What follows belongs to an exercise in optimizing a design on an open flow for small area, a short achievable clock period and few clock cycles per item; a production flow would make more cautious choices. In this exercise RTL edits were held to simulation tests only and were not proved equivalent to the original. No driver is modelled on the clock port, so clocking that relies on it looks cheaper here than on a real chip. Power is estimated from default activity; no workload was simulated.

--- design.v ---
module mnet_crc_step (
    input  wire [15:0] crc_in,
    input  wire [7:0]  data,
    output reg  [15:0] crc_out
);
    integer i;
    always @(*) begin
        crc_out = crc_in ^ {data, 8'h00};
        for (i = 0; i < 8; i = i + 1) begin
            if (crc_out[15])
                crc_out = {crc_out[14:0], 1'b0} ^ 16'h1021;
            else
                crc_out = {crc_out[14:0], 1'b0};
        end
    end
endmodule
module mnet_tx (
    input  wire        clk,
    input  wire        rst,
    input  wire [47:0] key,
    input  wire [3:0]  klast,
    input  wire        hdr_valid,
    output wire        hdr_ready,
    input  wire [7:0]  hdr_dst,
    input  wire [7:0]  hdr_src,
    input  wire [15:0] hdr_type,
    input  wire [7:0]  hdr_len,
    input  wire        hdr_obf,
    input  wire        pl_valid,
    output wire        pl_ready,
    input  wire [7:0]  pl_data,
    output reg         line_valid,
    input  wire        line_ready,
    output reg  [7:0]  line_data
);
    reg        s_idle, s_soh, s_hdr, s_pl, s_crch, s_crcl, s_eot;
    reg [39:0] hsr;       
    reg [7:0]  cnt;       
    reg [2:0]  idx;       
    reg        obf;
    reg [15:0] crc;
    reg        esc;       
    reg        pv;        
    reg [5:0]  ki;        
    reg [7:0]  skid;
    reg        sv;
    reg        pl_rdy;
    wire [7:0] b = hsr[39:32];
    assign hdr_ready = s_idle;
    assign pl_ready  = pl_rdy;
    wire [7:0] key_byte = ({8{ki[0]}} & key[7:0])   | ({8{ki[1]}} & key[15:8]) |
                          ({8{ki[2]}} & key[23:16]) | ({8{ki[3]}} & key[31:24]) |
                          ({8{ki[4]}} & key[39:32]) | ({8{ki[5]}} & key[47:40]);
    wire ki_wrap = |(ki[5:2] & klast);
    wire pl_take  = pl_valid && pl_rdy;
    wire take     = line_valid && line_ready;
    wire s_body = s_hdr || s_pl;
    wire s_crc  = s_crch || s_crcl;
    wire rdy    = !sv;                    
    wire go     = rdy && !esc;            
    wire a_idle = s_idle && rdy && hdr_valid;     
    wire a_soh  = s_soh && go;
    wire a_hdr  = s_hdr && go;
    wire a_pl   = s_pl && go && pv;
    wire a_crch = s_crch && go;
    wire a_crcl = s_crcl && go;
    wire a_eot  = s_eot && go;
    wire gen_b  = rdy && (esc || s_hdr || (s_pl && pv));       
    wire gen    = gen_b || a_idle || a_soh || a_crch || a_crcl || a_eot;
    wire bgen   = a_hdr || a_pl;                  
    wire [7:0] g = esc ? 8'hFF :
                   s_body ? b :
                   s_crc ? crc[15:8] :
                   s_eot ? 8'h04 : 8'h01;
    wire is_ff = s_crc ? (crc[15:8] == 8'hFF) : (b == 8'hFF);
    wire [15:0] crc_next;
    mnet_crc_step u_crc (.crc_in(crc), .data(b), .crc_out(crc_next));
    wire cnt_zero = (cnt == 8'd0);
    wire cnt_one  = (cnt == 8'd1);
    wire cnt_two  = (cnt == 8'd2);
    wire hdr_done = a_hdr && idx[2];
    wire pl_done  = a_pl && cnt_one;
    wire n_idle = (s_idle && !hdr_valid) || a_eot;
    wire n_soh  = (s_idle && hdr_valid && !rdy) || (s_soh && !go);
    wire n_hdr  = a_idle || a_soh || (s_hdr && !hdr_done);
    wire n_pl   = (hdr_done && !cnt_zero) || (s_pl && !pl_done);
    wire n_crch = (hdr_done && cnt_zero) || pl_done || (s_crch && !go);
    wire n_crcl = a_crch || (s_crcl && !go);
    wire n_eot  = a_crcl || (s_eot && !go);
    wire esc_n  = esc ? sv : (a_hdr || a_pl || a_crch || a_crcl) && is_ff;
    wire pv_n   = pl_take || (pv && !a_pl);
    wire sv_n   = !take && (sv || (line_valid && gen));
    wire [2:0] idx_n = s_idle ? 3'd0 : a_hdr ? idx + 3'd1 : idx;
    wire cnt_n_nz  = !(cnt_zero || (cnt_one && a_pl));
    wire cnt_n_gt1 = !(cnt_zero || cnt_one || (cnt_two && a_pl));
    wire sv_n_rdy = !line_valid && sv;                  
    wire sv_n_stl = sv || (line_valid && gen_b);        
    wire hdr_len_n = s_hdr && (idx[2] ? !a_hdr : (idx[1:0] == 2'd3) && a_hdr) && !cnt_zero && !esc_n;
    wire pv_keep    = pv && !a_pl;
    wire pl_due2    = n_pl && cnt_n_gt1 && !esc_n;
    wire pl_rdy_rt  = hdr_len_n && !sv_n_rdy || pl_due2 && !sv_n_rdy;
    wire pl_rdy_rn  = hdr_len_n && !sv_n_rdy || n_pl && (pv_keep ? cnt_n_gt1 && !esc_n && !sv_n_rdy : cnt_n_nz);
    wire pl_rdy_st  = hdr_len_n && !sv_n_stl || pl_due2 && !sv_n_stl;
    wire pl_rdy_sn  = hdr_len_n && !sv_n_stl || n_pl && (pv_keep ? cnt_n_gt1 && !esc_n && !sv_n_stl : cnt_n_nz);
    always @(posedge clk) begin
        if (rst) begin
            s_idle     <= 1'b1;
            s_soh      <= 1'b0;
            s_hdr      <= 1'b0;
            s_pl       <= 1'b0;
            s_crch     <= 1'b0;
            s_crcl     <= 1'b0;
            s_eot      <= 1'b0;
            esc        <= 1'b0;
            pv         <= 1'b0;
            sv         <= 1'b0;
            line_valid <= 1'b0;
            pl_rdy     <= 1'b0;
        end else begin
            s_idle     <= n_idle;
            s_soh      <= n_soh;
            s_hdr      <= n_hdr;
            s_pl       <= n_pl;
            s_crch     <= n_crch;
            s_crcl     <= n_crcl;
            s_eot      <= n_eot;
            esc        <= esc_n;
            pv         <= pv_n;
            sv         <= sv_n;
            line_valid <= (line_valid && !line_ready) || sv || gen;
            pl_rdy     <= line_ready ? (pl_take ? pl_rdy_rt : pl_rdy_rn)
                                     : (pl_take ? pl_rdy_st : pl_rdy_sn);
        end
    end
    wire [7:0] chain = s_pl ? b : 8'h00;
    always @(posedge clk) begin
        if (s_idle) begin
            hsr <= {hdr_dst, hdr_src, hdr_type, hdr_len};
            cnt <= hdr_len;
            obf <= hdr_obf && (klast != 4'd0);
            crc <= 16'h0000;
            ki  <= 6'd1;
        end else begin
            if (pl_take)
                hsr[39:32] <= obf ? (pl_data ^ key_byte ^ chain) : pl_data;
            else if (bgen && s_hdr)
                hsr[39:32] <= hsr[31:24];
            if (bgen && s_hdr)
                hsr[31:0] <= {hsr[23:0], 8'h00};
            if (bgen && s_pl)
                cnt <= cnt - 8'd1;
            if (bgen)
                crc <= crc_next;
            else if (a_crch)
                crc <= {crc[7:0], 8'h00};
            if (pl_take)
                ki <= ki_wrap ? 6'd1 : {ki[4:0], 1'b0};
        end
        idx <= idx_n;
        if (!line_valid || take)
            line_data <= sv ? skid : g;
        if (!sv)
            skid <= g;
    end
endmodule
module mnet_rx (
    input  wire        clk,
    input  wire        rst,
    input  wire [47:0] key,
    input  wire [3:0]  klast,
    input  wire        line_valid,
    input  wire [7:0]  line_data,
    input  wire        obf_in,
    output reg         out_valid,
    output reg  [7:0]  out_data,
    output reg         out_end,
    output wire [7:0]  out_status
);
    reg        iv;
    reg [7:0]  id;
    reg        io;
    reg        id_ff, id_soh, id_eot, id_zero;
    reg        p_hunt, p_hdr, p_pay, p_crc0, p_crc1, p_term;
    reg        esc;
    reg [7:0]  cnt;
    reg [15:0] crc;
    reg        obf;
    reg [7:0]  prev;
    reg [5:0]  ki;        
    reg        st_bad;    
    reg        st_crc;
    assign out_status = {6'd0, st_bad, st_crc};
    wire [7:0] key_byte = ({8{ki[0]}} & key[7:0])   | ({8{ki[1]}} & key[15:8]) |
                          ({8{ki[2]}} & key[23:16]) | ({8{ki[3]}} & key[31:24]) |
                          ({8{ki[4]}} & key[39:32]) | ({8{ki[5]}} & key[47:40]);
    wire ki_wrap = |(ki[5:2] & klast);
    wire [15:0] crc_next;
    mnet_crc_step u_crc (.crc_in(crc), .data(id), .crc_out(crc_next));
    wire body   = p_hdr || p_pay || p_crc0 || p_crc1;
    wire acc    = iv && body && (esc ? id_ff : !id_ff);
    wire lone   = iv && body && esc && !id_ff;      
    wire crc_ok = (crc == 16'h0000);
    wire start  = iv && p_hunt && id_soh;
    wire hdr_end = acc && p_hdr && cnt[2];
    wire pay_end = acc && p_pay && (cnt == 8'd1);
    always @(posedge clk) begin
        if (rst) begin
            iv        <= 1'b0;
            p_hunt    <= 1'b1;
            p_hdr     <= 1'b0;
            p_pay     <= 1'b0;
            p_crc0    <= 1'b0;
            p_crc1    <= 1'b0;
            p_term    <= 1'b0;
            out_valid <= 1'b0;
            out_end   <= 1'b0;
        end else begin
            iv        <= line_valid;
            out_valid <= acc;
            out_end   <= (iv && p_term) || lone;
            p_hunt    <= (p_hunt && !start) || (iv && p_term) || lone;
            p_hdr     <= start || (p_hdr && !lone && !hdr_end);
            p_pay     <= (hdr_end && !id_zero) || (p_pay && !lone && !pay_end);
            p_crc0    <= (hdr_end && id_zero) || pay_end || (p_crc0 && !lone && !acc);
            p_crc1    <= (p_crc0 && acc) || (p_crc1 && !lone && !acc);
            p_term    <= (p_crc1 && acc) || (p_term && !iv);
        end
    end
    always @(posedge clk) begin
        id       <= line_data;
        io       <= obf_in;
        id_ff    <= (line_data == 8'hFF);
        id_soh   <= (line_data == 8'h01);
        id_eot   <= (line_data == 8'h04);
        id_zero  <= (line_data == 8'h00);
        out_data <= (p_pay && obf) ? (id ^ key_byte ^ prev) : id;
        st_bad   <= !(p_term && id_eot && crc_ok);
        st_crc   <= p_term && id_eot && !crc_ok;
        if (p_hunt) begin
            esc  <= 1'b0;
            cnt  <= 8'd0;
            crc  <= 16'h0000;
            obf  <= io && (klast != 4'd0);
            prev <= 8'h00;
            ki   <= 6'd1;
        end else if (iv) begin
            esc <= !esc && id_ff;
            if (acc) begin
                crc <= crc_next;
                if (p_hdr)
                    cnt <= cnt[2] ? id : cnt + 8'd1;
                if (p_pay) begin
                    cnt  <= cnt - 8'd1;
                    prev <= id;
                    ki   <= ki_wrap ? 6'd1 : {ki[4:0], 1'b0};
                end
            end
        end
    end
endmodule
module mnet_codec (
    input  wire        clk,
    input  wire        rst,
    input  wire        key_wr,
    input  wire [2:0]  key_len,
    input  wire [47:0] key_data,
    input  wire        tx_hdr_valid,
    output wire        tx_hdr_ready,
    input  wire [7:0]  tx_dst,
    input  wire [7:0]  tx_src,
    input  wire [15:0] tx_type,
    input  wire [7:0]  tx_len,
    input  wire        tx_obf,
    input  wire        tx_pl_valid,
    output wire        tx_pl_ready,
    input  wire [7:0]  tx_pl_data,
    output wire        line_tx_valid,
    input  wire        line_tx_ready,
    output wire [7:0]  line_tx_data,
    input  wire        line_rx_valid,
    input  wire [7:0]  line_rx_data,
    input  wire        rx_obf,
    output wire        rx_valid,
    output wire [7:0]  rx_data,
    output wire        rx_end,
    output wire [7:0]  rx_status
);
    reg [47:0] key;
    reg [3:0]  klast;
    wire key_ok = key_wr && (key_len[2] ? (key_len[1:0] != 2'd3) : (key_len[1:0] == 2'd3));
    wire key_hi = key_wr && key_len[2] && (key_len[1:0] != 2'd3);
    always @(posedge clk) begin
        if (rst)
            klast <= 4'd0;
        else if (key_ok)
            klast <= {key_len == 3'd6, key_len == 3'd5, key_len == 3'd4, key_len == 3'd3};
    end
    always @(posedge clk) begin
        if (key_ok)
            key[23:0] <= key_data[23:0];
        if (key_hi)
            key[47:24] <= key_data[47:24];
    end
    mnet_tx u_tx (
        .clk       (clk),
        .rst       (rst),
        .key       (key),
        .klast     (klast),
        .hdr_valid (tx_hdr_valid),
        .hdr_ready (tx_hdr_ready),
        .hdr_dst   (tx_dst),
        .hdr_src   (tx_src),
        .hdr_type  (tx_type),
        .hdr_len   (tx_len),
        .hdr_obf   (tx_obf),
        .pl_valid  (tx_pl_valid),
        .pl_ready  (tx_pl_ready),
        .pl_data   (tx_pl_data),
        .line_valid(line_tx_valid),
        .line_ready(line_tx_ready),
        .line_data (line_tx_data)
    );
    mnet_rx u_rx (
        .clk       (clk),
        .rst       (rst),
        .key       (key),
        .klast     (klast),
        .line_valid(line_rx_valid),
        .line_data (line_rx_data),
        .obf_in    (rx_obf),
        .out_valid (rx_valid),
        .out_data  (rx_data),
        .out_end   (rx_end),
        .out_status(rx_status)
    );
endmodule
--- flow/run.sh ---
#!/bin/bash
# The standard layout with two changes:
#  - plain buf_1 cells as the port buffers (the standard flow picks a delay
#    buffer); ORFS's repair resizes them as needed;
#  - after CTS, the clock tree's middle level is removed, so the root buffer
#    drives the leaf buffers directly (collapse_cts.tcl).
set -euo pipefail
export BUFFER_PORTS_ARGS="-buffer_cell sky130_fd_sc_hd__buf_1"
export RESULTS=$PWD/orfs/results/$FLOW_PLATFORM/mnet_codec/base
bash standard.sh cts > standard_cts.log 2>&1
openroad -no_init -exit flow/collapse_cts.tcl > collapse_cts.log 2>&1
touch $RESULTS/4_cts.sdc
bash standard.sh finish > standard_finish.log 2>&1
--- flow/collapse_cts.tcl ---
# Make the clock tree two levels deep: the root buffer drives every leaf
# buffer directly, in place of the middle level TritonCTS builds. All leaf
# buffers stay at the same depth, so the tree stays balanced.
set results $::env(RESULTS)
read_db $results/4_cts.odb
set block [ord::get_db_block]
set clknet [$block findNet clk]
set roots {}
foreach it [$clknet getITerms] { lappend roots [$it getInst] }
if {[llength $roots] != 1} { error "clock port drives [llength $roots] cells" }
set root [lindex $roots 0]
set rootnet [[$root findITerm X] getNet]
set mids {}
foreach it [$rootnet getITerms] {
  if {[$it isOutputSignal]} continue
  set inst [$it getInst]
  if {[string match "sky130_fd_sc_hd__clkbuf_*" [[$inst getMaster] getName]]} { lappend mids $inst }
}
set n 0
foreach m $mids {
  set onet [[$m findITerm X] getNet]
  set loads {}
  foreach it [$onet getITerms] { if {![$it isOutputSignal]} { lappend loads $it } }
  set ok 1
  foreach it $loads {
    if {![string match "sky130_fd_sc_hd__clkbuf_*" [[[$it getInst] getMaster] getName]]} { set ok 0 }
  }
  if {!$ok} continue
  foreach it $loads { $it disconnect; $it connect $rootnet }
  [$m findITerm A] disconnect
  [$m findITerm X] disconnect
  odb::dbInst_destroy $m
  odb::dbNet_destroy $onet
  incr n
}
puts "root [$root getName]: removed $n middle clock buffers"
write_db $results/4_cts.odb
--- standard.sh ---
#!/bin/bash
# synth_recipe.tcl (not shown) runs the flow's synth.tcl, then flattens the netlist and writes it again
# the make line also repeats each setting of config.mk as NAME=value (left out here)
make -C /OpenROAD-flow-scripts/flow DESIGN_CONFIG=/design/flow/config.mk WORK_HOME=/design/flow/orfs CLKGATE_MAP_FILE= SYNTH_SCRIPT=/design/flow/synth_recipe.tcl "${@:-finish}"
--- config.mk ---
export PLATFORM = sky130hd
export DESIGN_NAME = mnet_codec
export DESIGN_NICKNAME = mnet_codec
export VERILOG_FILES = /design/flow/design.v
export SDC_FILE = /design/flow/constraint.sdc
export NUM_CORES = 4
export LEC_CHECK = 0
export ABC_CLOCK_PERIOD_IN_PS = 2000
export CAP_MARGIN = 20
export CORE_MARGIN = 2
export CORE_UTILIZATION = 60
export CTS_CLUSTER_DIAMETER = 80
export CTS_CLUSTER_SIZE = 20
export SETUP_SLACK_MARGIN = 2.6
export SLEW_MARGIN = 20
--- constraint.sdc ---
create_clock -name core_clock -period 4.5 [get_ports {clk}]
set_input_delay 0.9000 -clock core_clock [delete_from_list [all_inputs] [get_ports {clk}]]
set_output_delay 0.9000 -clock core_clock [all_outputs]
set_load 0.01 [all_outputs]
==> impl_metrics.py, run 1 <==
metrics = {
    "status": {
        "status": "timing/DRC/antenna clean",
    },
    "place": {
        "postPlaceCellArea_um2": 10670,
        "gp_congestion": 0.8661,
        "port_buffers": 138,
        "dp_hpwl_mm": 15.41,
        "pre_cts_ws_ns": 1.952,
    },
    "logic_synthesis": {
        "synth_top_area_share_pct": 31.49,
        "yosys-top-cells-area": "edfxtp_1 (31%), dfxtp_1 (24%), a22oi_1 (4.9%)",
        "seq_area_frac_synth_pct": 55.25,
        "mappedNetlistArea_um2": 10110,
        "synthArstFlopShare_pct": 0,
        "synth_edf_count": 106,
        "yosys_warnings": 4,
        "syn_inst": 955,
        "synth.distinct_cells": 63,
        "ys.flop_type": "dfxtp_1",
        "synth_seq_cells": 226,
        "yosysTopAreaCell": "edfxtp_1",
        "syn_area_per_cell_um2": 10.59,
    },
    "worst_setup_path": {
        "crit_arrival_ns": 0.94,
        "crit_start": "u_tx.pl_rdy$_SDFF_PP0_",
        "r2r_cells": 5,
        "crit_required_ns": 3.60,
        "cp_slowest_cell": "dfxtp_2",
        "worstSetupPathType": "register to output port",
        "crit_cells": 1,
        "worstSetupEndpointType": "output port",
        "start_kind": "register",
        "slowest_delay_ns": 0.38,
        "crit_chain": "buf_2",
        "r2r-start": "u_tx.hsr[39]$_DFFE_PP_",
        "worst-path-buf-inv": 1,
        "cp_max_fo": 3,
        "cpLargestDelayFamily": "flip-flops",
    },
    "layout": {
        "area_growth_pct": 11.08,
        "diodes": 0,
        "post-route-cell-area_um2": 11230,
        "drive_above_1_share_pct": 8.614,
        "final_nets": 1186,
    },
    "sta": {
        "grt_setup_unrepaired": "yes",
        "slew_headroom_pct": 43.02,
        "skew_ns": 0.01113,
        "period_minus_slack_ns": 1.844,
        "setup_ws_ns": 2.656,
        "worstMarginPinSlew_ns": 0.8548,
        "tns_ns": 0,
        "fmax_mhz": 542.4,
        "hold-worst-slack_ns": 0.4561,
        "drv_slew": 0,
        "setup_violations": 0,
        "hold_viol_final": 0,
        "finalCritPeriodShare_pct": 40.97,
    },
    "grt": {
        "antenna_found_initial": 0,
        "grt_pass1_wl_mm": 36.09,
        "grt_pass1_vias": 6905,
        "grt.total_usage_pct": 25.86,
        "grt_max_degree": 60,
        "gr-total-overflow": 0,
    },
    "drt": {
        "drt-initial-drc-count": 515,
        "drtAntennaViolNets": 0,
        "wl_mm": 22.71,
        "wire_per_inst_um": 17.64,
        "vias": 7384,
        "drc": 0,
        "drtPass1Iterations": 5,
        "via_per_inst": 5.733,
    },
    "die": {
        "fp.dieW_um": 133.8,
        "die-area_um2": 17900,
        "die_h_um": 133.8,
        "core_um2": 16520,
        "row_count": 47,
        "io_pins": 145,
        "start_util_pct": 61.18,
    },
    "min_path": {
        "min_path_type": "register to register",
        "holdPathStages": 2,
        "hold_start": "u_rx.id_eot$_DFF_P_",
    },
    "power_and_ir_drop": {
        "clock_power_share_pct": 29.5,
        "p_int_mw": 3.090,
        "combPwrFrac_pct": 11.4,
        "p_per_area_nw_per_um2": 363.7,
        "seq_power_share_pct": 59.1,
        "netSwitchingFraction_pct": 24.34,
        "switchingPower_mw": 0.9942,
        "leakage_nw": 3.782,
        "ir_worst_vdd_mv": 0.3391,
    },
    "clock_tree": {
        "clkSlewWorstSetupHoldPaths_ns": 0.08,
        "cts_htree_levels": 1,
        "worstSkewPairLatency_ns": 0.42,
        "cts_tree": "yes",
        "clock_sinks": 226,
        "clk_path_buf_depth": 3,
        "cts_hold_buffers": 0,
        "cts_buffers": 15,
        "root_buffer": "clkbuf_16",
    },
    "job": {
        "drv_cap": 0,
    },
}
[final timing paths]
path | to | slack (ns)
worst max register to register | u_tx.crc[12]$_SDFFE_PP0P_ | 2.71
worst min register to register | u_rx.st_crc$_DFF_P_ | 0.46
worst max-delay path | tx_pl_ready | 2.66
worst min-delay path | u_rx.st_crc$_DFF_P_ | 0.46
[power by group through the flow]
stage	registers [mW]	clock network, mW	logic (mW)
floorplan	2.43	0	0.328
global placement	2.46	0	0.433
detailed placement	2.47	0	0.436
CTS	2.41	1.33	0.459
global route	2.43	1.30	0.516
finish	2.41	1.21	0.466
[synth_stat cells (all sizes together) (10+ instances only)]
cell type	instances
clkbuf	42
nor2	78
edfxtp	106
mux2	30
nor3	18
xnor2	51
buf	25
a211oi	14
a21oi	57
nand2	87
xor2	23
o21ai	12
dfxtp	120
nand3	46
nor3b	14
a22oi	66
and2	15
inv	29
ha	10
[per-stage QoR]
stage | power, mW | utilization (%) | instances
after floorplan | 2.758 | - | 960
after global placement | 2.897 | 64.59 | 1255
after detailed placement | 2.903 | 64.59 | 1255
after CTS | 4.203 | 67.64 | 1284
after global routing | 4.247 | 67.96 | 1288
final | 4.084 | 67.96 | 1288
[final cells by class]
cell class,instances,area (µm²)
timing repair inverter,1,7.507
timing repair buffer,150,638.1
sequential,226,5603
clock buffer,21,365.4
inverter,29,112.6
clock inverter,2,16.27
multi-input combinational,639,4212
fill,1348,5295
tap,220,275.3
[cells in the final DEF (no fill, tap or decap), types with 8 or more instances in the layout]
master       n
buf_1      136
dfxtp_1    112
edfxtp_1   106
nand2_1     85
nor2_1      77
a22oi_1     65
a21oi_1     57
xnor2_1     51
nand3_1     46
mux2_2      30
inv_1       28
xor2_1      23
nor3_1      18
nor3b_1     14
a211oi_1    14
clkbuf_16   13
and2_1      12
o21ai_0     10
o21bai_1     9
nand4_1      9
ha_1         9
a2111o_1     8
buf_4        8
[sequential cells by signal, indices dropped and copies added (netlist names), 16 cells and up, named ones only]
signal and cells:
key 48, u_rx.crc 16, u_tx.crc 16, u_tx.hsr 40
[repair_timing]
item	CTS	global route
hold endpoints to repair	0	0
resized for setup	16	11
setup buffers	3	5
pin swaps	0	2
cloned	1	1
setup endpoints to repair	180	69
[kinds of logic after synthesis]
| family | synth area share, % |
|---|---|
| multiplexers | 3.837 |
| AND/OR/NAND/NOR | 14.44 |
| AO/OA/AOI/OAI | 14.29 |
| buffers and inverters | 4.270 |
| flip-flops | 55.25 |
| adder cells (fa/ha/maj) | 1.238 |
| other | 0.03709 |
| XOR/XNOR | 6.634 |
[per-layer routing]
metal  global-route usage [%]  vias up  part of all wire, %
li1                         -     3646                    -
met1                    37.97     3466                   48
met2                    37.66      245                   44
met3                    7.559       27                  6.9
met4                    6.915        0                  1.5
met5                        0        -                    0
Testbench counts, summed over its fixed seeds: cycles 27,589, items 384.
==> inputs of run 2 (changes only) <==
--- a/config.mk
+++ b/config.mk
@@ -5,11 +5,11 @@
 export SDC_FILE = /design/flow/constraint.sdc
 export NUM_CORES = 4
 export LEC_CHECK = 0
-export ABC_CLOCK_PERIOD_IN_PS = 2000
 export CAP_MARGIN = 20
 export CORE_MARGIN = 2
 export CORE_UTILIZATION = 60
 export CTS_CLUSTER_DIAMETER = 80
 export CTS_CLUSTER_SIZE = 20
+export GPL_TIMING_DRIVEN = 0
 export SETUP_SLACK_MARGIN = 2.6
 export SLEW_MARGIN = 20
==> impl_metrics.py, run 2 <==
metrics = {
    "clock_tree": {
        "cts_htree_levels": 1,
        "cts_hold_buffers": 0,
        "root_buffer": "clkbuf_16",
        "cts_tree": "yes",
        "clk_path_buf_depth": 3,
        "worstSkewPairLatency_ns": 0.43,
        "clkSlewWorstSetupHoldPaths_ns": 0.09,
        "clock_sinks": 226,
        "cts_buffers": 15,
    },
    "logic_synthesis": {
        "seq_area_frac_synth_pct": 55.25,
        "synthSimpleGateAreaFrac_pct": 14.44,
        "yosysTopAreaCell": "edfxtp_1",
        "yosys-top-cells-area": "edfxtp_1 (31%), dfxtp_1 (24%), a22oi_1 (4.9%)",
        "synth_top_area_share_pct": 31.49,
        "yosys-mux-area-fraction_pct": 3.837,
        "yosys_warnings": 4,
        "synth.most_common_cell": "dfxtp_1",
        "syn_area_per_cell_um2": 10.59,
        "synth_seq_cells": 226,
        "ys.flop_type": "dfxtp_1",
        "synthXorXnorAreaFrac_pct": 6.634,
        "synth_top_family_by_area": "simple AND/OR/NAND/NOR gates",
        "synth_edf_count": 106,
        "synth.distinct_cells": 63,
        "synth_adder_area_share_pct": 1.238,
        "mappedNetlistArea_um2": 10110,
        "synthArstFlopShare_pct": 0,
        "synthTopCellsByCount": "dfxtp_1 (120), edfxtp_1 (106), nand2_1 (86), nor2_1 (78), a22oi_1 (66)",
        "synth-compound-area-share_pct": 14.29,
        "syn_inst": 955,
    },
    "drt": {
        "drc": 0,
        "vias": 7752,
        "drtAntennaViolNets": 0,
        "drtPass1Iterations": 5,
        "wl_mm": 24.47,
        "drt-initial-drc-count": 681,
        "wire_per_inst_um": 18.19,
        "via_per_inst": 5.764,
    },
    "min_path": {
        "hold_start": "u_rx.id_eot$_DFF_P_",
        "min_path_type": "register to register",
        "hold_end": "u_rx.st_crc$_DFF_P_",
        "holdPathStages": 2,
    },
    "grt": {
        "antenna_found_initial": 0,
        "gr-total-overflow": 0,
        "grt_pass1_wl_mm": 38.72,
        "grt_pass1_vias": 7422,
        "grt.total_usage_pct": 27.93,
        "grt_max_degree": 25,
    },
    "power_and_ir_drop": {
        "p_per_area_nw_per_um2": 358.3,
        "ir_worst_vdd_mv": 0.3278,
        "leakage_nw": 3.974,
    },
    "worst_setup_path": {
        "worstSetupPathType": "register to output port",
        "cp_max_fo": 1,
        "reg2reg_to": "u_tx.hsr[14]$_DFFE_PP_",
        "r2r-start": "u_tx.s_idle$_SDFF_PP1_",
        "reg2reg_slack_ns": 2.65,
        "crit_required_ns": 3.60,
        "crit_arrival_ns": 0.96,
        "r2r_cells": 4,
        "worstSetupEndpointType": "output port",
        "start_kind": "register",
    },
    "layout": {
        "largest_register": "key",
        "diodes": 0,
        "reg_top3": "key: 48 flops, u_tx.hsr: 40 flops",
        "final_nets": 1245,
        "final_common_cell": "buf_1",
        "largest_reg_flops": 48,
        "final_cell_mix": "buf_1 (134), dfxtp_1 (115), edfxtp_1 (106), nand2_1 (86), nor2_1 (76)",
        "drive_above_1_share_pct": 10.31,
        "area_growth_pct": 13.56,
    },
    "place": {
        "gp_congestion": 0.9031,
        "dp_hpwl_mm": 17.26,
        "pre_cts_ws_ns": 1.869,
        "port_buffers": 137,
    },
    "sta": {
        "setup_violations": 0,
        "worstMarginPinSlew_ns": 0.6909,
        "hold_viol_final": 0,
        "period_minus_slack_ns": 1.863,
        "grt_setup_unrepaired": "yes",
        "tns_ns": 0,
        "setup_ws_ns": 2.637,
        "slew_headroom_pct": 53.83,
        "finalCritPeriodShare_pct": 41.39,
        "skew_ns": 0.01232,
        "fmax_mhz": 536.9,
        "drv_slew": 0,
    },
    "die": {
        "start_util_pct": 61.18,
        "io_pins": 145,
        "row_count": 47,
        "die-area_um2": 17900,
        "core_um2": 16520,
        "die_h_um": 133.8,
        "fp.dieW_um": 133.8,
    },
    "status": {
        "status": "timing/DRC/antenna clean",
    },
    "job": {
        "drv_cap": 0,
    },
}
## run 2: cell counts after synthesis
Identical to the previous run, type by type.
## run 2: power by group
group	total, mW	internal, mW	switching, mW
Clock	1.21	0.556	0.655
Sequential	2.41	2.32	0.0947
Combinational	0.491	0.220	0.271
Total	4.11	3.09	1.02
## run 2: final cells by class
cell class / instances / area, µm²
plain buffers: 67 / 346.6
clock buffers: 19 / 357.8
clock inverters: 2 / 16.27
fillers: 1350 / 5044
inverters: 29 / 112.6
multi-input cells: 639 / 4187
flip-flops and latches: 226 / 5594
well taps: 220 / 275.3
repair buffers: 142 / 584.3
repair inverters: 1 / 7.507
## run 2: worst max-delay path by stage
stage | startpoint | end | slack, ns | cells past startpoint
6_report | u_rx.st_bad$_DFF_P_ | rx_status[1] | 2.64 | 2
2_1_floorplan | key_len[0] | klast[3]$_SDFFE_PP0P_ | 2.30 | 6
4_1_cts | u_rx.st_bad$_DFF_P_ | rx_status[1] | 2.57 | 2
3_3_place_gp | key_len[2] | klast[3]$_SDFFE_PP0P_ | 1.88 | 7
3_5_place_dp | key_len[2] | klast[3]$_SDFFE_PP0P_ | 1.87 | 7
5_1_grt | u_rx.esc$_SDFFE_PP0P_ | u_rx.cnt[4]$_SDFFE_PP0P_ | 2.49 | 7
## run 2: critical path, stage by stage (launching register included)
cell and delay (ns):
dfxtp_2 0.33, buf_6 0.10, buf_6 0.11
## run 2: routing by layer
| metal | wire, µm | track usage [%] | vias up |
|---|---|---|---|
| met5 | 0 | 0 | - |
| met4 | 352 | 7.388 | 0 |
| met3 | 1729 | 7.143 | 35 |
| met2 | 11170 | 43.13 | 295 |
| li1 | - | - | 3761 |
| met1 | 11220 | 39.59 | 3661 |
## run 2: cells by family after synthesis
group / count (synthesis)
AOI/OAI and AO/OA: 207
xor gates and xnor gates: 75
adders and majority gates: 10
buffers and inverters: 96
DFF: 226
muxes: 35
other: 1
and+or+nand+nor: 305
## run 2: per-stage QoR
| step | hold WS, ns | utilization [%] | cells | cell area [µm²] | power (mW) |
|---|---|---|---|---|---|
| detailed placement | 0.4337 | 66.34 | 1317 | 10960 | 2.925 |
| finish | 0.4449 | 69.48 | 1345 | 11480 | 4.113 |
| global route | 0.4545 | 69.48 | 1345 | 11480 | 4.272 |
| global placement | 0.4268 | 66.31 | 1317 | 10960 | 2.917 |
| floorplan | 0.4150 | - | 960 | 10170 | 2.758 |
| CTS | 0.4465 | 69.43 | 1345 | 11470 | 4.228 |
## run 2: repair_timing
item | 4_1_cts | 5_1_grt
cloned | 2 | 0
setup buffers | 3 | 2
gates resized for setup | 20 | 29
endpoints found under the setup margin | 126 | 93
==> inputs of run 3 (changes only) <==
==> config.mk (replaced) <==
export PLATFORM = sky130hd
export DESIGN_NAME = mnet_codec
export DESIGN_NICKNAME = mnet_codec
export VERILOG_FILES = /design/flow/design.v
export SDC_FILE = /design/flow/constraint.sdc
export NUM_CORES = 4
export LEC_CHECK = 0
export CAP_MARGIN = 5
export CORE_MARGIN = 2
export CORE_UTILIZATION = 60
export CTS_CLUSTER_DIAMETER = 80
export CTS_CLUSTER_SIZE = 20
export SETUP_SLACK_MARGIN = 2.65
export SLEW_MARGIN = 5
==> impl_metrics.py, run 3 <==
metrics = {
    "worst_setup_path": {
        "r2r_cells": 4,
        "crit_required_ns": 3.60,
        "slowest_delay_ns": 0.41,
        "cpLargestDelayFamily": "flip-flops",
        "r2r-start": "u_tx.s_crch$_SDFF_PP0_",
        "worstSetupPathType": "register to output port",
        "crit_chain": "buf_6",
        "worst-path-buf-inv": 1,
        "start_kind": "register",
        "crit_start": "u_tx.s_idle$_SDFF_PP1_",
        "cp_slowest_cell": "dfxtp_4",
        "worstSetupEndpointType": "output port",
        "crit_cells": 1,
        "crit_arrival_ns": 0.96,
        "cp_max_fo": 2,
    },
    "die": {
        "fp.dieW_um": 133.8,
        "row_count": 47,
        "die_h_um": 133.8,
        "core_um2": 16520,
        "start_util_pct": 61.18,
        "die-area_um2": 17900,
        "io_pins": 145,
    },
    "sta": {
        "slew_headroom_pct": 43.16,
        "period_minus_slack_ns": 1.856,
        "tns_ns": 0,
        "setup_violations": 0,
        "skew_ns": 0.01900,
        "finalCritPeriodShare_pct": 41.24,
        "worstMarginPinSlew_ns": 0.8526,
        "setup_ws_ns": 2.644,
        "hold-worst-slack_ns": 0.4634,
        "drv_slew": 0,
        "hold_viol_final": 0,
        "grt_setup_unrepaired": "yes",
        "fmax_mhz": 538.9,
    },
    "layout": {
        "final_cells": 1291,
        "final_nets": 1190,
        "diodes": 0,
        "reg_top3": "key: 48 flops, u_tx.hsr: 40 flops",
        "fill_cells": 1353,
        "final_common_cell": "buf_1",
        "largest_register": "key",
        "largest_reg_flops": 48,
        "drive_above_1_share_pct": 10.83,
        "final_cell_mix": "buf_1 (124), dfxtp_1 (109), edfxtp_1 (106), nand2_1 (84), nor2_1 (76)",
        "area_growth_pct": 11.98,
    },
    "clock_tree": {
        "clk_path_buf_depth": 3,
        "cts_buffers": 15,
        "worstSkewPairLatency_ns": 0.42,
        "root_buffer": "clkbuf_16",
        "clock_sinks": 226,
        "cts_htree_levels": 1,
        "cts_tree": "yes",
        "clkSlewWorstSetupHoldPaths_ns": 0.08,
        "cts_hold_buffers": 0,
    },
    "drt": {
        "wl_met1_mm": 10.82,
        "drtPass1Iterations": 5,
        "drtAntennaViolNets": 0,
        "drc": 0,
        "wl_met2_mm": 10.06,
        "via_per_inst": 5.785,
        "wire_per_inst_um": 17.74,
        "dr_wl_met3_mm": 1.676,
        "drt-initial-drc-count": 689,
        "vias": 7468,
        "routed.top_layer": "met4",
        "wl_mm": 22.90,
    },
    "grt": {
        "grt_max_degree": 43,
        "antenna_found_initial": 0,
        "gr-total-overflow": 0,
        "grt.total_usage_pct": 26.11,
        "grt_pass1_vias": 7037,
        "grt_pass1_wl_mm": 36.14,
    },
    "power_and_ir_drop": {
        "p_per_area_nw_per_um2": 361.1,
        "ir_worst_vdd_mv": 0.3419,
        "leakage_nw": 3.848,
    },
    "logic_synthesis": {
        "mappedNetlistArea_um2": 10110,
        "yosysTopAreaCell": "edfxtp_1",
        "yosys_warnings": 4,
        "ys.flop_type": "dfxtp_1",
        "synth.most_common_cell": "dfxtp_1",
        "synth_edf_count": 106,
        "syn_area_per_cell_um2": 10.59,
        "synth.distinct_cells": 63,
        "seq_area_frac_synth_pct": 55.25,
        "synth_top_area_share_pct": 31.49,
        "syn_inst": 955,
        "yosys-top-cells-area": "edfxtp_1 (31%), dfxtp_1 (24%), a22oi_1 (4.9%)",
        "synthTopCellsByCount": "dfxtp_1 (120), edfxtp_1 (106), nand2_1 (86), nor2_1 (78), a22oi_1 (66)",
        "synthArstFlopShare_pct": 0,
        "synth_seq_cells": 226,
    },
    "min_path": {
        "min_path_type": "register to register",
        "hold_start": "u_tx.skid[0]$_DFF_P_",
        "holdPathStages": 2,
    },
    "job": {
        "drv_cap": 0,
    },
    "place": {
        "gp_congestion": 0.8556,
        "dp_cells": 1253,
        "pre_cts_ws_ns": 1.921,
        "port_buffers": 138,
        "dp_hpwl_mm": 15.66,
    },
    "status": {
        "status": "timing/DRC/antenna clean",
    },
}
[run 3: cell counts after synthesis]
No cell type changed its count.
[run 3: routing by layer]
metal	vias up	global-route usage (%)
li1	3659	-
met1	3507	37.73
met2	276	38.58
met3	26	6.803
met4	0	8.629
met5	-	0
[run 3: timing repair]
action                                  4_1_cts  5_1_grt
buffers inserted                              6        8
gates cloned                                  2        0
pin swaps                                     2        1
endpoints found under the setup margin      205       88
gates resized for setup                      33       23
[run 3: area by class of cell]
| type | instances | area [µm²] | area share (%) |
|---|---|---|---|
| Sequential cell | 226 | 5609 | 49.55 |
| Multi-Input combinational cell | 639 | 4238 | 37.43 |
| Timing Repair Buffer | 154 | 706.9 | 6.244 |
| Clock buffer | 21 | 355.3 | 3.139 |
| Tap cell | 220 | 275.3 | 2.431 |
| Inverter | 29 | 112.6 | 0.9947 |
| Clock inverter | 1 | 16.27 | 0.1437 |
| Timing Repair inverter | 1 | 7.507 | 0.06631 |
[run 3: path summary, 6_finish.rpt]
path | slack [ns] | end
setup / recovery | 2.64 | tx_hdr_ready
hold reg to reg | 0.46 | u_tx.skid[0]$_DFF_P_
hold / removal | 0.46 | u_tx.skid[0]$_DFF_P_
setup reg to reg | 2.73 | u_tx.line_data[4]$_DFFE_PP_
[run 3: power breakdown]
group          leakage, nW  internal, mW  switching, mW
registers             2.03          2.32         0.0992
logic                 1.64         0.225          0.256
clock network        0.177         0.547          0.646
[run 3: per-stage QoR]
step	total power [mW]	instance area [µm²]	utilization, %
global route	4.242	11320	68.51
floorplan	2.758	10170	-
global placement	2.896	10660	64.50
CTS	4.198	11230	67.98
finish	4.088	11320	68.51
detailed placement	2.901	10660	64.50
[run 3: cell families (layout without fill, tap and decap cells)]
kind of cell,count (synthesis),after routing,share of synthesized area (%)
compound gates,207,207,14.29
xor+xnor,75,75,6.634
fa+ha+maj,10,10,1.238
buf+inv,96,206,4.270
flops,226,226,55.25
mux,35,35,3.837
other cells,1,6,0.03709
simple gates,305,306,14.44
==> inputs of run 4 (changes only) <==
--- a/config.mk
+++ b/config.mk
@@ -10,5 +10,6 @@
 export CORE_UTILIZATION = 60
 export CTS_CLUSTER_DIAMETER = 80
 export CTS_CLUSTER_SIZE = 20
-export SETUP_SLACK_MARGIN = 2.65
+export SETUP_SLACK_MARGIN = 2.6
 export SLEW_MARGIN = 5
+export TNS_END_PERCENT = 5
==> impl_metrics.py, run 4 <==
metrics = {
    "sta": {
        "tns_ns": 0,
        "worstMarginPinSlew_ns": 1.142,
        "hold-worst-slack_ns": 0.4577,
        "grt_setup_unrepaired": "yes",
        "finalCritPeriodShare_pct": 45.36,
        "drv_slew": 0,
        "setup_violations": 0,
        "hold_viol_final": 0,
        "slew_headroom_pct": 23.80,
        "setup_ws_ns": 2.459,
        "fmax_mhz": 489.9,
        "skew_ns": 0.01574,
        "period_minus_slack_ns": 2.041,
    },
    "clock_tree": {
        "clock_sinks": 226,
        "cts_buffers": 15,
        "root_buffer": "clkbuf_16",
        "worstSkewPairLatency_ns": 0.42,
        "cts_hold_buffers": 0,
        "cts_tree": "yes",
        "clkSlewWorstSetupHoldPaths_ns": 0.08,
        "clk_path_buf_depth": 3,
        "cts_htree_levels": 1,
    },
    "min_path": {
        "holdPathStages": 2,
        "min_path_type": "register to register",
        "hold_end": "u_tx.skid[4]$_DFF_P_",
        "hold_start": "u_tx.skid[4]$_DFF_P_",
    },
    "grt": {
        "gr-total-overflow": 0,
        "grt_max_degree": 48,
        "grt.total_usage_pct": 25.94,
        "antenna_found_initial": 1,
        "grt_pass1_vias": 6878,
        "grt_pass1_wl_mm": 35.94,
    },
    "drt": {
        "drtPass1Iterations": 5,
        "drtAntennaViolNets": 0,
        "via_per_inst": 5.800,
        "wl_mm": 22.80,
        "vias": 7442,
        "drt-initial-drc-count": 651,
        "wire_per_inst_um": 17.77,
        "drc": 0,
    },
    "power_and_ir_drop": {
        "switchingPower_mw": 0.9854,
        "clock_power_share_pct": 29.3,
        "seq_power_share_pct": 59.3,
        "p_int_mw": 3.085,
        "leakage_nw": 3.768,
        "combPwrFrac_pct": 11.4,
        "p_per_area_nw_per_um2": 364.1,
        "netSwitchingFraction_pct": 24.21,
        "ir_worst_vdd_mv": 0.3912,
    },
    "logic_synthesis": {
        "ys.flop_type": "dfxtp_1",
        "synth.distinct_cells": 63,
        "mappedNetlistArea_um2": 10110,
        "synth_seq_cells": 226,
        "synth_edf_count": 106,
        "yosysTopAreaCell": "edfxtp_1",
        "synthArstFlopShare_pct": 0,
        "yosys-top-cells-area": "edfxtp_1 (31%), dfxtp_1 (24%), a22oi_1 (4.9%)",
        "syn_inst": 955,
        "synthTopCellsByCount": "dfxtp_1 (120), edfxtp_1 (106), nand2_1 (86), nor2_1 (78), a22oi_1 (66)",
        "syn_area_per_cell_um2": 10.59,
        "synth.most_common_cell": "dfxtp_1",
        "synth_top_area_share_pct": 31.49,
        "yosys_warnings": 4,
        "seq_area_frac_synth_pct": 55.25,
    },
    "worst_setup_path": {
        "worstSetupPathType": "input pin to register",
        "start_kind": "input pin",
        "slowest_delay_ns": 0.87,
        "crit_arrival_ns": 2.07,
        "cp_max_fo": 24,
        "reg2reg_slack_ns": 2.55,
        "crit_required_ns": 4.53,
        "cp_slowest_cell": "nor2_2",
        "worstSetupEndpointType": "register",
        "r2r-start": "u_tx.esc$_SDFF_PP0_",
        "reg2reg_to": "u_tx.hsr[28]$_DFFE_PP_",
        "crit_chain": "buf_1 -> and2_4 -> nor2_2",
        "r2r_cells": 3,
    },
    "die": {
        "fp.dieW_um": 133.8,
        "core_um2": 16520,
        "die_h_um": 133.8,
        "row_count": 47,
        "io_pins": 145,
        "start_util_pct": 61.18,
        "die-area_um2": 17900,
    },
    "layout": {
        "reg_top3": "key: 48 flops, u_tx.hsr: 40 flops",
        "area_growth_pct": 10.57,
        "final_nets": 1182,
        "largest_register": "key",
        "final_common_cell": "buf_1",
        "largest_reg_flops": 48,
        "drive_above_1_share_pct": 7.156,
        "final_cell_mix": "buf_1 (137), dfxtp_1 (116), edfxtp_1 (106), nand2_1 (85), nor2_1 (76)",
    },
    "place": {
        "gp_congestion": 0.8418,
        "port_buffers": 138,
        "dp_hpwl_mm": 15.61,
        "pre_cts_ws_ns": 1.806,
    },
    "status": {
        "status": "timing/DRC/antenna clean",
    },
    "job": {
        "drv_cap": 0,
    },
}
==> run 4: through the flow <==
stage | instances | util, % | area [µm²] | power [mW]
after floorplan | 960 | - | 10160 | 2.757
after global placement | 1254 | 64.47 | 10650 | 2.894
after detailed placement | 1254 | 64.47 | 10650 | 2.899
after CTS | 1281 | 67.54 | 11160 | 4.204
after global routing | 1282 | 67.63 | 11180 | 4.243
final | 1283 | 67.65 | 11180 | 4.070
==> run 4: cell type report <==
| type | count | area (µm²) |
|---|---|---|
| Clock inverter | 1 | 16.27 |
| Fill cell | 1390 | 5346 |
| Timing Repair Buffer | 146 | 619.3 |
| Sequential cell | 226 | 5593 |
| Multi-Input combinational cell | 639 | 4190 |
| Inverter | 29 | 112.6 |
| Timing Repair inverter | 1 | 7.507 |
| Clock buffer | 20 | 361.6 |
| Tap cell | 220 | 275.3 |
| Antenna cell | 1 | 2.502 |
==> run 4: kinds of logic after synthesis <==
| logic type | count (synthesis) | share of synthesized area (%) |
|---|---|---|
| compound gates | 207 | 14.29 |
| simple gates | 305 | 14.44 |
| xor+xnor | 75 | 6.634 |
| fa+ha+maj | 10 | 1.238 |
| flops | 226 | 55.25 |
| other cells | 1 | 0.03709 |
| buf+inv | 96 | 4.270 |
| mux | 35 | 3.837 |
==> run 4: what timing repair did <==
item	in CTS	in global routing
endpoints found under the setup margin	171	152
gates cloned	1	1
hold endpoints to repair	0	0
pin swaps	1	1
setup buffers	3	2
gates resized for setup	7	8
==> run 4: power groups by stage <==
stage	clock network, mW	logic [mW]	registers, mW
2_1_floorplan	0	0.327	2.43
3_3_place_gp	0	0.428	2.47
3_5_place_dp	0	0.429	2.47
4_1_cts	1.33	0.456	2.41
5_1_grt	1.30	0.513	2.43
6_report	1.19	0.463	2.41
==> run 4: worst max-delay path by stage <==
stage                                   end  cells past startpoint  slack, ns            startpoint
floorplan             klast[3]$_SDFFE_PP0P_                      6       2.30            key_len[0]
global placement    u_tx.ki[3]$_SDFFE_PP0P_                      6       1.80           tx_pl_valid
detailed placement  u_tx.ki[3]$_SDFFE_PP0P_                      6       1.81           tx_pl_valid
CTS                  u_tx.pl_rdy$_SDFF_PP0_                      5       2.39  u_tx.s_pl$_SDFF_PP0_
global route              key[36]$_DFFE_PP_                      3       2.32            key_len[0]
finish                    key[36]$_DFFE_PP_                      3       2.46            key_len[0]
==> run 4: per-layer routing <==
metal / up-vias / GRT usage [%] / routed length (µm)
met5: - / 0 / 0
met1: 3506 / 38.29 / 10670
li1: 3631 / - / -
met3: 31 / 6.387 / 1689
met2: 274 / 37.75 / 10070
met4: 0 / 8.452 / 367
==> run 4: worst max-delay path: cells and delay by family <==
| family | cells | cell delay, ns |
|---|---|---|
| buf+inv | 1 | 0.10 |
| simple gates | 2 | 1.05 |
==> inputs of run 5 (changes only) <==
--- a/config.mk
+++ b/config.mk
@@ -12,4 +12,4 @@
 export CTS_CLUSTER_SIZE = 20
 export SETUP_SLACK_MARGIN = 2.6
 export SLEW_MARGIN = 5
-export TNS_END_PERCENT = 5
+export TNS_END_PERCENT = 30
==> impl_metrics.py, run 5 <==
metrics = {
    "status": {
        "status": "timing/DRC/antenna clean",
    },
    "logic_synthesis": {
        "synth.most_common_cell": "dfxtp_1",
        "syn_area_per_cell_um2": 10.59,
        "synth_edf_count": 106,
        "yosysTopAreaCell": "edfxtp_1",
        "syn_inst": 955,
        "seq_area_frac_synth_pct": 55.25,
        "synth.distinct_cells": 63,
        "yosys_warnings": 4,
        "mappedNetlistArea_um2": 10110,
        "ys.flop_type": "dfxtp_1",
        "yosys-top-cells-area": "edfxtp_1 (31%), dfxtp_1 (24%), a22oi_1 (4.9%)",
        "synth_seq_cells": 226,
        "synthArstFlopShare_pct": 0,
        "synthTopCellsByCount": "dfxtp_1 (120), edfxtp_1 (106), nand2_1 (86), nor2_1 (78), a22oi_1 (66)",
        "synth_top_area_share_pct": 31.49,
    },
    "die": {
        "io_pins": 145,
        "row_count": 47,
        "start_util_pct": 61.18,
        "die_h_um": 133.8,
        "die-area_um2": 17900,
        "core_um2": 16520,
        "fp.dieW_um": 133.8,
    },
    "clock_tree": {
        "worstSkewPairLatency_ns": 0.42,
        "clk_path_buf_depth": 3,
        "root_buffer": "clkbuf_16",
        "cts_buffers": 15,
        "cts_tree": "yes",
        "clkSlewWorstSetupHoldPaths_ns": 0.08,
        "clock_sinks": 226,
        "cts_htree_levels": 1,
    },
    "worst_setup_path": {
        "worst-path-buf-inv": 1,
        "crit_arrival_ns": 1.06,
        "crit_required_ns": 3.60,
        "cp_max_fo": 3,
        "crit_chain": "buf_1",
        "worstSetupPathType": "register to output port",
        "cpLargestDelayFamily": "flip-flops",
        "worstSetupEndpointType": "output port",
        "slowest_delay_ns": 0.45,
        "cp_slowest_cell": "dfxtp_1",
        "start_kind": "register",
    },
    "layout": {
        "final_cell_mix": "buf_1 (138), dfxtp_1 (116), edfxtp_1 (106), nand2_1 (85), nor2_1 (76)",
        "multi_input_area_um2": 4204,
        "largest_reg_flops": 48,
        "final_common_cell": "buf_1",
        "register_area_um2": 5595,
        "fill_cells": 1384,
        "area_growth_pct": 11.13,
        "final_nets": 1187,
        "largest_register": "key",
        "reg_top3": "key: 48 flops, u_tx.hsr: 40 flops",
        "final_util_pct": 67.99,
        "drive_above_1_share_pct": 7.966,
    },
    "drt": {
        "wire_per_inst_um": 17.78,
        "vias": 7448,
        "routed.top_layer": "met4",
        "via_per_inst": 5.783,
        "drtAntennaViolNets": 0,
        "wl_mm": 22.90,
        "wl_met1_mm": 10.72,
        "dr_wl_met3_mm": 1.693,
        "drc": 0,
        "drtPass1Iterations": 5,
        "wl_met2_mm": 10.13,
        "drt-initial-drc-count": 653,
    },
    "power_and_ir_drop": {
        "p_per_area_nw_per_um2": 363.3,
        "ir_worst_vdd_mv": 0.3934,
        "finalPower_mw": 4.081,
        "p_int_mw": 3.091,
        "combPwrFrac_pct": 11.6,
        "clock_power_share_pct": 29.3,
        "netSwitchingFraction_pct": 24.25,
        "switchingPower_mw": 0.9897,
        "seq_power_share_pct": 59.1,
        "leakage_nw": 3.790,
    },
    "sta": {
        "tns_ns": 0,
        "slew_headroom_pct": 48.47,
        "grt_setup_unrepaired": "yes",
        "period_minus_slack_ns": 1.957,
        "setup_violations": 0,
        "drv_slew": 0,
        "hold_viol_final": 0,
        "worstMarginPinSlew_ns": 0.7729,
        "finalCritPeriodShare_pct": 43.48,
        "skew_ns": 0.01646,
        "fmax_mhz": 511.0,
    },
    "place": {
        "port_buffers": 138,
        "dp_hpwl_mm": 15.61,
        "gp_congestion": 0.8418,
    },
    "grt": {
        "grt_pass1_wl_mm": 36.00,
        "antenna_found_initial": 1,
        "grt_max_degree": 48,
        "grt.total_usage_pct": 26.01,
        "grt_pass1_vias": 6898,
        "gr-total-overflow": 0,
    },
    "min_path": {
        "min_path_type": "register to register",
    },
    "job": {
        "drv_cap": 0,
    },
}
-- run 5: final timing paths --
path	startpoint	to	slack, ns	cells after the start
worst min register to register	u_tx.skid[4]$_DFF_P_	u_tx.skid[4]$_DFF_P_	0.46	2
worst max-delay path	u_tx.pl_rdy$_SDFF_PP0_	tx_pl_ready	2.54	1
worst max register to register	u_tx.ki[2]$_SDFFE_PP0P_	u_tx.hsr[32]$_DFFE_PP_	2.61	5
worst min-delay path	u_tx.skid[4]$_DFF_P_	u_tx.skid[4]$_DFF_P_	0.46	2
-- run 5: kinds of logic after synthesis --
family / count (synthesis) / share of synthesized area (%)
other: 1 / 0.03709
AO/OA/AOI/OAI: 207 / 14.29
flip-flops: 226 / 55.25
multiplexers: 35 / 3.837
XOR/XNOR: 75 / 6.634
buffers and inverters: 96 / 4.270
adder cells (fa/ha/maj): 10 / 1.238
AND/OR/NAND/NOR: 305 / 14.44
-- run 5: what timing repair did --
| action | 4_1_cts | 5_1_grt |
|---|---|---|
| resized for setup | 12 | 11 |
| buffers inserted | 4 | 6 |
| hold buffers | 0 | 0 |
| gates cloned | 1 | 1 |
| pin swaps | 2 | 1 |
| setup endpoints to repair | 171 | 136 |
-- run 5: layer usage --
metal  global-route usage [%]  up-vias
met2                    37.89      264
met5                        0        -
met1                    38.26     3514
met4                    8.570        0
met3                    6.500       27
li1                         -     3643
-- run 5: metrics by stage --
step | cell area [µm²] | hold WS (ns) | worst slack [ns] | instances
floorplan | 10160 | 0.4150 | 2.305 | 960
global placement | 10650 | 0.4423 | 1.800 | 1254
detailed placement | 10650 | 0.4462 | 1.806 | 1254
CTS | 11180 | 0.4585 | 2.412 | 1282
global route | 11230 | 0.4819 | 2.480 | 1287
finish | 11230 | 0.4565 | 2.543 | 1288
-- run 5: power groups by stage --
stage	Combinational, mW	Clock [mW]	Sequential (mW)
6_report	0.473	1.19	2.41
2_1_floorplan	0.327	0	2.43
3_3_place_gp	0.428	0	2.47
4_1_cts	0.460	1.33	2.41
3_5_place_dp	0.429	0	2.47
5_1_grt	0.522	1.30	2.43
-- run 5: final cells by class --
type / count / area share, %
flip-flops and latches: 226 / 49.81
multi-input cells: 639 / 37.42
repair buffers: 151 / 5.869
clock buffers: 20 / 3.219
well taps: 220 / 2.450
inverters: 29 / 1.002
clock inverters: 1 / 0.1448
repair inverters: 1 / 0.06682
diodes: 1 / 0.02227
==> inputs of run 6 (changes only) <==
--- a/config.mk
+++ b/config.mk
@@ -10,6 +10,6 @@
 export CORE_UTILIZATION = 60
 export CTS_CLUSTER_DIAMETER = 80
 export CTS_CLUSTER_SIZE = 20
+export GPL_ROUTABILITY_DRIVEN = 0
 export SETUP_SLACK_MARGIN = 2.6
 export SLEW_MARGIN = 5
-export TNS_END_PERCENT = 30
==> impl_metrics.py, run 6 <==
metrics = {
    "layout": {
        "area_growth_pct": 11.18,
        "fill_cells": 1343,
        "final_cells": 1289,
        "drive_above_1_share_pct": 8.700,
        "diodes": 0,
        "final_common_cell": "buf_1",
        "final_cell_mix": "buf_1 (136), dfxtp_1 (112), edfxtp_1 (106), nand2_1 (85), nor2_1 (77)",
        "largest_register": "key",
        "reg_top3": "key: 48 flops, u_tx.hsr: 40 flops",
        "largest_reg_flops": 48,
        "final_nets": 1187,
    },
    "min_path": {
        "min_path_type": "register to register",
    },
    "grt": {
        "antenna_found_initial": 0,
        "grt_pass1_wl_mm": 36.09,
        "grt.total_usage_pct": 25.86,
        "gr-total-overflow": 0,
        "grt_max_degree": 60,
        "grt_pass1_vias": 6905,
    },
    "logic_synthesis": {
        "synth_edf_count": 106,
        "synth_seq_cells": 226,
        "synth_top_area_share_pct": 31.49,
        "yosys_warnings": 4,
        "yosys-top-cells-area": "edfxtp_1 (31%), dfxtp_1 (24%), a22oi_1 (4.9%)",
        "ys.flop_type": "dfxtp_1",
        "syn_area_per_cell_um2": 10.59,
        "synthTopCellsByCount": "dfxtp_1 (120), edfxtp_1 (106), nand2_1 (86), nor2_1 (78), a22oi_1 (66)",
        "mappedNetlistArea_um2": 10110,
        "yosysTopAreaCell": "edfxtp_1",
        "synthArstFlopShare_pct": 0,
        "synth.most_common_cell": "dfxtp_1",
        "syn_inst": 955,
        "seq_area_frac_synth_pct": 55.25,
        "synth.distinct_cells": 63,
    },
    "clock_tree": {
        "worstSkewPairLatency_ns": 0.42,
        "cts_buffers": 15,
        "clkSlewWorstSetupHoldPaths_ns": 0.08,
        "cts_tree": "yes",
        "cts_htree_levels": 1,
        "clk_path_buf_depth": 3,
        "clock_sinks": 226,
        "root_buffer": "clkbuf_16",
    },
    "die": {
        "start_util_pct": 61.18,
        "die-area_um2": 17900,
        "fp.dieW_um": 133.8,
        "die_h_um": 133.8,
        "io_pins": 145,
        "core_um2": 16520,
        "row_count": 47,
    },
    "worst_setup_path": {
        "cp_max_fo": 3,
        "crit_arrival_ns": 0.94,
        "crit_chain": "buf_2",
        "slowest_delay_ns": 0.38,
        "worstSetupPathType": "register to output port",
        "cpLargestDelayFamily": "flip-flops",
        "worst-path-buf-inv": 1,
        "cp_slowest_cell": "dfxtp_2",
        "crit_required_ns": 3.60,
        "start_kind": "register",
        "worstSetupEndpointType": "output port",
    },
    "sta": {
        "finalCritPeriodShare_pct": 40.87,
        "tns_ns": 0,
        "slew_headroom_pct": 42.04,
        "worstMarginPinSlew_ns": 0.8694,
        "skew_ns": 0.01011,
        "fmax_mhz": 543.7,
        "setup_violations": 0,
        "period_minus_slack_ns": 1.839,
        "drv_slew": 0,
        "hold_viol_final": 0,
        "grt_setup_unrepaired": "yes",
    },
    "power_and_ir_drop": {
        "switchingPower_mw": 0.9909,
        "netSwitchingFraction_pct": 24.28,
        "p_int_mw": 3.091,
        "combPwrFrac_pct": 11.5,
        "p_per_area_nw_per_um2": 363.2,
        "clock_power_share_pct": 29.5,
        "seq_power_share_pct": 59.1,
        "leakage_nw": 3.788,
        "ir_worst_vdd_mv": 0.3384,
    },
    "drt": {
        "drt-initial-drc-count": 513,
        "wire_per_inst_um": 17.60,
        "drtPass1Iterations": 5,
        "wl_mm": 22.69,
        "via_per_inst": 5.760,
        "vias": 7425,
        "drc": 0,
        "drtAntennaViolNets": 0,
    },
    "place": {
        "dp_hpwl_mm": 15.41,
        "dp_cells": 1255,
        "port_buffers": 138,
    },
    "status": {
        "status": "timing/DRC/antenna clean",
    },
    "job": {
        "drv_cap": 0,
    },
}
-- run 6: cell counts after synthesis --
Identical to the previous run, type by type.
-- run 6: cells by family (layout without fill, tap and decap cells) --
logic type	after synthesis	after routing	share of synthesized area (%)
DFF	226	226	55.25
buffers and inverters	96	204	4.270
other	1	6	0.03709
and+or+nand+nor	305	306	14.44
xor gates and xnor gates	75	75	6.634
muxes	35	35	3.837
adders and majority gates	10	10	1.238
AOI/OAI and AO/OA	207	207	14.29
-- run 6: metal layers --
metal	wire, µm	track usage (%)
met4	327	6.915
met3	1515	7.559
met5	0	0
met1	10770	37.97
met2	10080	37.66
-- run 6: path summary, 6_finish.rpt --
kind	depth (start not counted)	from	slack, ns	endpoint
setup / recovery	1	u_tx.pl_rdy$_SDFF_PP0_	2.66	tx_pl_ready
hold / removal	2	u_rx.id_eot$_DFF_P_	0.46	u_rx.st_crc$_DFF_P_
setup reg to reg	6	u_rx.esc$_SDFFE_PP0P_	2.73	u_rx.cnt[4]$_SDFFE_PP0P_
hold reg to reg	2	u_rx.id_eot$_DFF_P_	0.46	u_rx.st_crc$_DFF_P_
-- run 6: power by group through the flow --
stage	logic, mW	clock network (mW)	registers, mW
2_1_floorplan	0.328	0	2.43
6_report	0.467	1.20	2.41
3_3_place_gp	0.433	0	2.46
3_5_place_dp	0.436	0	2.47
5_1_grt	0.517	1.30	2.43
4_1_cts	0.459	1.33	2.41
-- run 6: repair_timing --
action                     CTS  global route
cloned                       1             1
setup endpoints to repair  180            68
hold buffers                 0             0
setup buffers                3             5
hold endpoints to repair     0             0
gates resized for setup     16            11
pin swaps                    0             2
-- run 6: cell type report --
cell class                 instances  area (µm²)  area share (%)
tap                              220       275.3           2.449
clock inverter                     2       16.27          0.1447
sequential                       226        5603           49.85
multi-input combinational        639        4207           37.43
timing repair buffer             151       653.1           5.811
clock buffer                      21       365.4           3.251
inverter                          29       112.6           1.002
timing repair inverter             1       7.507         0.06679
-- run 6: stage by stage --
stage	setup slack, ns	area, µm²	hold WS (ns)	total power, mW	utilization [%]
4_1_cts	2.493	11180	0.4571	4.203	67.64
6_report	2.661	11240	0.4557	4.082	68.02
2_1_floorplan	2.305	10170	0.4150	2.758	-
3_3_place_gp	2.000	10670	0.4390	2.897	64.59
5_1_grt	2.570	11240	0.4736	4.247	68.02
3_5_place_dp	1.952	10670	0.4452	2.903	64.59
==> inputs of run 7 (changes only) <==
--- a/config.mk
+++ b/config.mk
@@ -10,6 +10,6 @@
 export CORE_UTILIZATION = 60
 export CTS_CLUSTER_DIAMETER = 80
 export CTS_CLUSTER_SIZE = 20
-export GPL_ROUTABILITY_DRIVEN = 0
+export PLACE_DENSITY = 0.8
 export SETUP_SLACK_MARGIN = 2.6
 export SLEW_MARGIN = 5
==> impl_metrics.py, run 7 <==
metrics = {
    "grt": {
        "grt_pass1_wl_mm": 37.05,
        "gr-total-overflow": 0,
        "grt_max_degree": 55,
        "grt.total_usage_pct": 26.71,
        "antenna_found_initial": 0,
        "grt_pass1_vias": 7257,
    },
    "layout": {
        "final_nets": 1186,
        "final_cells": 1287,
        "drive_above_1_share_pct": 8.622,
        "largest_register": "key",
        "largest_reg_flops": 48,
        "area_growth_pct": 10.89,
        "final_common_cell": "buf_1",
        "diodes": 0,
        "reg_top3": "key: 48 flops, u_tx.hsr: 40 flops",
        "fill_cells": 1270,
        "final_cell_mix": "buf_1 (135), dfxtp_1 (113), edfxtp_1 (106), nand2_1 (85), nor2_1 (76)",
        "final_util_pct": 67.84,
    },
    "logic_synthesis": {
        "syn_inst": 955,
        "yosys-top-cells-area": "edfxtp_1 (31%), dfxtp_1 (24%), a22oi_1 (4.9%)",
        "synth.distinct_cells": 63,
        "ys.flop_type": "dfxtp_1",
        "yosysTopAreaCell": "edfxtp_1",
        "yosys_warnings": 4,
        "mappedNetlistArea_um2": 10110,
        "seq_area_frac_synth_pct": 55.25,
        "synth_seq_cells": 226,
        "synthArstFlopShare_pct": 0,
        "synth.most_common_cell": "dfxtp_1",
        "syn_area_per_cell_um2": 10.59,
        "synth_edf_count": 106,
        "synth_top_area_share_pct": 31.49,
        "synthTopCellsByCount": "dfxtp_1 (120), edfxtp_1 (106), nand2_1 (86), nor2_1 (78), a22oi_1 (66)",
    },
    "drt": {
        "dr_wl_met3_mm": 2.183,
        "routed.top_layer": "met4",
        "wl_mm": 23.29,
        "drt-initial-drc-count": 669,
        "wl_met2_mm": 10.74,
        "vias": 7578,
        "drc": 0,
        "drtAntennaViolNets": 0,
        "wire_per_inst_um": 18.10,
        "via_per_inst": 5.888,
        "wl_met1_mm": 9.622,
        "drtPass1Iterations": 6,
    },
    "clock_tree": {
        "clk_path_buf_depth": 3,
        "cts_buffers": 15,
        "clock_sinks": 226,
        "cts_htree_levels": 1,
        "worstSkewPairLatency_ns": 0.43,
        "root_buffer": "clkbuf_16",
        "cts_tree": "yes",
        "clkSlewWorstSetupHoldPaths_ns": 0.09,
    },
    "sta": {
        "slew_headroom_pct": 44.60,
        "worstMarginPinSlew_ns": 0.8310,
        "setup_violations": 0,
        "fmax_mhz": 532.6,
        "hold_viol_final": 0,
        "tns_ns": 0,
        "skew_ns": 0.01291,
        "finalCritPeriodShare_pct": 41.73,
        "drv_slew": 0,
        "hold-worst-slack_ns": 0.4432,
        "setup_ws_ns": 2.622,
        "period_minus_slack_ns": 1.878,
        "grt_setup_unrepaired": "yes",
    },
    "place": {
        "dp_cells": 1254,
        "dp_hpwl_mm": 15.85,
        "port_buffers": 138,
        "pre_cts_ws_ns": 1.912,
        "gp_congestion": 0.8888,
    },
    "min_path": {
        "min_path_type": "register to register",
    },
    "power_and_ir_drop": {
        "leakage_nw": 3.768,
        "p_per_area_nw_per_um2": 365.5,
        "ir_worst_vdd_mv": 0.3364,
    },
    "status": {
        "status": "timing/DRC/antenna clean",
    },
    "worst_setup_path": {
        "crit_required_ns": 3.60,
        "worstSetupEndpointType": "output port",
        "reg2reg_slack_ns": 2.67,
        "start_kind": "register",
        "slowest_delay_ns": 0.41,
        "cp_slowest_cell": "edfxtp_1",
        "reg2reg_to": "u_tx.line_data[0]$_DFFE_PP_",
        "worst-path-buf-inv": 1,
        "endpoint": "line_tx_data[2]",
        "worstSetupPathType": "register to output port",
        "crit_cells": 1,
        "crit_start": "u_tx.line_data[2]$_DFFE_PP_",
        "crit_arrival_ns": 0.98,
        "cpLargestDelayFamily": "flip-flops",
        "cp_max_fo": 1,
        "r2r-start": "u_tx.s_crch$_SDFF_PP0_",
        "r2r_cells": 4,
        "crit_chain": "clkbuf_2",
    },
    "die": {
        "core_um2": 16520,
        "row_count": 47,
        "start_util_pct": 61.18,
        "io_pins": 145,
        "die-area_um2": 17900,
        "fp.dieW_um": 133.8,
        "die_h_um": 133.8,
    },
    "job": {
        "drv_cap": 0,
    },
}
[run 7: cell counts after synthesis]
Identical to the previous run, type by type.
[run 7: kinds of logic after synthesis]
logic type	count (synthesis)	share of synthesized area, %
AOI/OAI and AO/OA	207	14.29
xor gates and xnor gates	75	6.634
adders and majority gates	10	1.238
buffers and inverters	96	4.270
DFF	226	55.25
muxes	35	3.837
other	1	0.03709
and+or+nand+nor	305	14.44
[run 7: where the power goes]
part           switching, mW  total (mW)  internal (mW)  leakage (nW)
sequential            0.0980        2.41           2.32          2.03
combinational          0.258       0.470          0.212          1.55
clock                  0.654        1.21          0.560         0.184
total                   1.01        4.10           3.09          3.77
[run 7: cell type report]
class	count	area (µm²)	area share (%)
Clock buffer	20	361.6	3.225
Clock inverter	2	16.27	0.1451
Inverter	29	112.6	1.004
Multi-Input combinational cell	639	4204	37.50
Sequential cell	226	5602	49.97
Tap cell	220	275.3	2.455
Timing Repair Buffer	150	631.9	5.636
Timing Repair inverter	1	7.507	0.06696
[run 7: worst register-to-register path: stages, from the launching register on]
cell and delay, ns:
dfxtp_1 0.39, nor2_1 0.38, a211oi_1 0.14, a2111oi_0 0.54
a21oi_1 0.11
[run 7: how the worst min path moves through the flow]
stage               depth (start not counted)           startpoint  slack, ns                  end
floorplan                                   2  u_rx.id_eot$_DFF_P_       0.42  u_rx.st_crc$_DFF_P_
global placement                            2  u_rx.id_eot$_DFF_P_       0.44  u_rx.st_crc$_DFF_P_
detailed placement                          2  u_rx.id_eot$_DFF_P_       0.44  u_rx.st_crc$_DFF_P_
CTS                                         2  u_rx.id_eot$_DFF_P_       0.45  u_rx.st_crc$_DFF_P_
global route                                2  u_rx.id_eot$_DFF_P_       0.47  u_rx.st_crc$_DFF_P_
finish                                      2  u_rx.id_eot$_DFF_P_       0.44  u_rx.st_crc$_DFF_P_
[run 7: layer usage]
metal,vias to the layer above,GRT usage (%)
li1,3641,-
met1,3564,35.34
met2,319,40.20
met3,54,8.239
met4,0,12.94
met5,-,0
[run 7: repair_timing]
| item | 4_1_cts | 5_1_grt |
|---|---|---|
| hold buffers | 0 | 0 |
| gates resized for setup | 14 | 13 |
| setup buffers | 4 | 5 |
| gates cloned | 1 | 1 |
| pin swaps | 1 | 1 |
| endpoints found under the setup margin | 178 | 85 |
[run 7: stage by stage]
stage | power [mW] | cell area, µm²
finish | 4.097 | 11210
global route | 4.257 | 11210
CTS | 4.210 | 11180
detailed placement | 2.905 | 10670
global placement | 2.892 | 10670
floorplan | 2.758 | 10170

-- separate check: timing with driven ports --
The flow's constraints put no driver on any port. The routed layouts listed below were extracted and timed again, unchanged, in two steps.
Step 1, drivers: a clkbuf_16 drives clk and a buf_2 each remaining input, both assumed.
Step 2 also shifts input and output timing later by t, the mid clock arrival at the registers, as if the neighbouring blocks saw the same clock.
Three values: no drivers, after step 1, after step 2; two values: the first two.
| run | t (ns) | slack for setup (ns) | worst data-port slew with drivers (ns) | cell pins on the clock port's net |
|---|---|---|---|---|
| run 1 | 0.467 | 2.656 / 2.609 / 2.221 | 0.06 | 1 |
| run 2 | 0.466 | 2.637 / 2.594 / 2.195 | 0.05 | 1 |
| run 3 | 0.458 | 2.644 / 2.602 / 2.294 | 0.06 | 1 |
| run 4 | 0.460 | 2.459 / 2.482 / 2.022 | 0.07 | 1 |
| run 5 | 0.460 | 2.543 / 2.498 / 2.171 | 0.07 | 1 |
| run 6 | 0.466 | 2.661 / 2.614 / 2.243 | 0.06 | 1 |
| run 7 | 0.468 | 2.622 / 2.578 / 2.184 | 0.08 | 1 |
After both steps setup and hold are still met in every run listed. The setup slack of run 2, which loses most, moves by -0.043 ns with the drivers and by -0.442 ns with both steps.
